From an optimization exercise on the open Yosys and OpenROAD flow, aimed at small area, a short achievable clock period and few clock cycles per item; shortcuts taken in it are not production practice.
Power and IR drop assume default switching activity.

## modbus_master
module modbus_master #(
    parameter COUNT_MAX = 125
) (
    input  wire        clk,
    input  wire        rst,           
    input  wire        req_valid,
    output wire        req_ready,
    input  wire [7:0]  req_slave,
    input  wire [15:0] req_addr,
    input  wire [15:0] req_count,
    output wire        tx_valid,
    input  wire        tx_ready,
    output wire [7:0]  tx_data,
    input  wire        rx_valid,
    output wire        rx_ready,
    input  wire [7:0]  rx_data,
    input  wire        tmo,
    output wire        res_valid,
    input  wire        res_ready,
    output wire [15:0] res_data,
    output wire [2:0]  res_status,
    output wire        res_last
);
Size in the first run: ~4,300 cells after synthesis, roughly 2,300 flip-flops, about 87 I/O pins, about 0.070 mm^2 of cells after synthesis.
==> flow/config.mk <==
export PLATFORM = sky130hd
export DESIGN_NAME = modbus_master
export DESIGN_NICKNAME = modbus_master
export VERILOG_FILES = /design/flow/design.v
export SDC_FILE = /design/flow/constraint.sdc
export NUM_CORES = 4
export LEC_CHECK = 0
export CAP_MARGIN = 20
export CORE_MARGIN = 2
export CORE_UTILIZATION = 68
export CTS_CLUSTER_DIAMETER = 75
export CTS_CLUSTER_SIZE = 30
export PLACE_DENSITY = 0.8
export SLEW_MARGIN = 20
==> flow/constraint.sdc <==
create_clock -name core_clock -period 9.0 [get_ports {clk}]
set_input_delay 1.8000 -clock core_clock [delete_from_list [all_inputs] [get_ports {clk}]]
set_output_delay 1.8000 -clock core_clock [all_outputs]
set_load 0.01 [all_outputs]
standard.sh (not shown) runs the stock make flow with config.mk's settings and CLKGATE_MAP_FILE= SYNTH_SCRIPT=/design/flow/synth_recipe.tcl, a recipe that flattens the netlist after the stock synthesis.
==> flow/flow/run.sh <==
#!/bin/bash
set -euo pipefail
bash standard.sh SETUP_SLACK_MARGIN=5.9 finish > orfs_make.log 2>&1
==> next run, changes <==
--- a/flow/design.v
+++ b/flow/design.v
@@ -68,15 +68,16 @@
     reg         rd_act;             
     reg  [2:0]  rd_st;
     reg  [6:0]  rd_rem;             
     reg  [6:0]  x;                  
     reg  [8:0]  dage;               
     reg         dsat;
     reg         rv;
-    reg  [15:0] rdat;
+    reg  [15:0] rdat;               
+    reg  [15:0] rhold;              
     reg  [2:0]  rstat;
     reg         rlast;
     wire req_hs = req_valid && rdy_q;
     wire tx_hs  = txv && tx_ready;
     wire rx_hs  = rx_valid && rxr;
     reg  [16*NW-1:0] ring;
     wire [15:0] rword = ring[x*16 +: 16];
@@ -117,23 +118,16 @@
     wire win_end = inwin && (tmo_hit || (rx_hs && last_now));
     wire rdw_c = rd_act && rd_rem != 7'd0;        
     wire rds_c = rd_act && rd_rem == 7'd0;        
     wire free  = !rv || res_ready;
     wire rd_word = free && rdw_c;
     wire qne   = |q_v;
     wire pop   = qne && (!rd_act || (rds_c && free));
-    wire [6:0] p1 = (p == NW - 1) ? 7'd0 : p + 7'd1;
-    wire [QB-1:0] qrp1 = qrp + 1'b1;
-    wire [6:0] s_cur = (push && qwp == qrp) ? s0m : q_s0[qrp];
-    wire [6:0] s_nxt = (push && qwp == qrp1) ? s0m : q_s0[qrp1];
-    wire [7:0] xs_cur = {1'b0, p1} - {1'b0, s_cur};
-    wire [7:0] xs_nxt = {1'b0, p1} - {1'b0, s_nxt};
-    wire [6:0] xl_cur = xs_cur[7] ? xs_cur[6:0] + NW : xs_cur[6:0];
-    wire [6:0] xl_nxt = xs_nxt[7] ? xs_nxt[6:0] + NW : xs_nxt[6:0];
-    reg  [6:0] xlr;
+    wire [7:0] xs = {1'b0, p} - {1'b0, q_s0[qrp]};
+    wire [6:0] xl = xs[7] ? xs[6:0] + NW : xs[6:0];
     wire [6:0] x_m1 = (x == 7'd0) ? NW - 1 : x - 7'd1;
     wire [6:0] x_p1 = (x == NW - 1) ? 7'd0 : x + 7'd1;
     wire res_done = rv && res_ready && rlast;
     always @(posedge clk) begin
         if (rst) begin
             g <= 8'd0; p <= 7'd0;
             idle <= 1'b1; frz <= 1'b0; rdy_q <= 1'b0; refp <= 1'b0;
@@ -258,18 +252,17 @@
             q_s0[qwp]  <= s0m;
         end
         if (pop) begin
             rd_st  <= q_st[qrp];
             rd_rem <= q_cnt[qrp];
         end else if (rd_word)
             rd_rem <= rd_rem - 7'd1;
-        x <= pop ? xlr : rd_word ? x_m1 : x_p1;
-        xlr <= pop ? xl_nxt : xl_cur;
+        x <= pop ? xl : rd_word ? x_m1 : x_p1;
         if (free) begin
-            rdat  <= rword;
+            rhold <= rword;
             rstat <= rdw_c ? ST_OK : rd_st;
             rlast <= !rdw_c;
         end
         if (!dv) begin
             dage <= iage + 9'd1;
             dsat <= (iage == 9'h1FF);
         end else begin
@@ -279,11 +272,13 @@
         end
     end
     assign req_ready  = rdy_q;
     assign tx_valid   = txv;
     assign tx_data    = txd;
     assign rx_ready   = rxr;
     assign res_valid  = rv;
+    always @(posedge clk)
+        rdat <= rst ? 16'h0000 : free ? rword : rhold;
     assign res_data   = rdat;
     assign res_status = rstat;
     assign res_last   = rlast;
 endmodule
Effect: Wire length is higher by 3.5%; power grows by 0.93%; final area fell by 0.79%; clock power came out higher by about 2%; synthesized cell count goes down by 0.55%; non-clock buffer count goes up by 9; register-to-register slack hardly moves; clock skew went down by 0.0081 ns; hold slack gets better by 0.0035 ns.
Function was not checked in any run of this note: the RTL went through the layout flow alone.

[port drivers added, routing unchanged]
How much do the figures lean on ideal ports? The routed layouts below were timed once more, with nothing changed but the port constraints. Step 1: set_driving_cell puts a clkbuf_16 on clk and a buf_2 on each other input, an assumption about the parent block. Step 2 moves the port delays by t, midway between the first and last clock arrival at a register: inputs arrive t later, outputs are due t later. That takes back most of the time a late clock gives input paths. Three values: no drivers, after step 1, after step 2; two values: the first two.
run	t, ns	slack for setup (ns)	latest minus earliest clock arrival (ns)	pins driven straight from the clock port
the first run	0.771	5.660 / 5.660 / 5.370	0.042 / 0.042	1
the second run	0.782	5.665 / 5.665 / 5.413	0.032 / 0.032	1
After both steps every run listed still meets setup and hold. The setup slack of the first run, which loses most, moves by 0.000 ns with the drivers and by -0.290 ns with both steps.
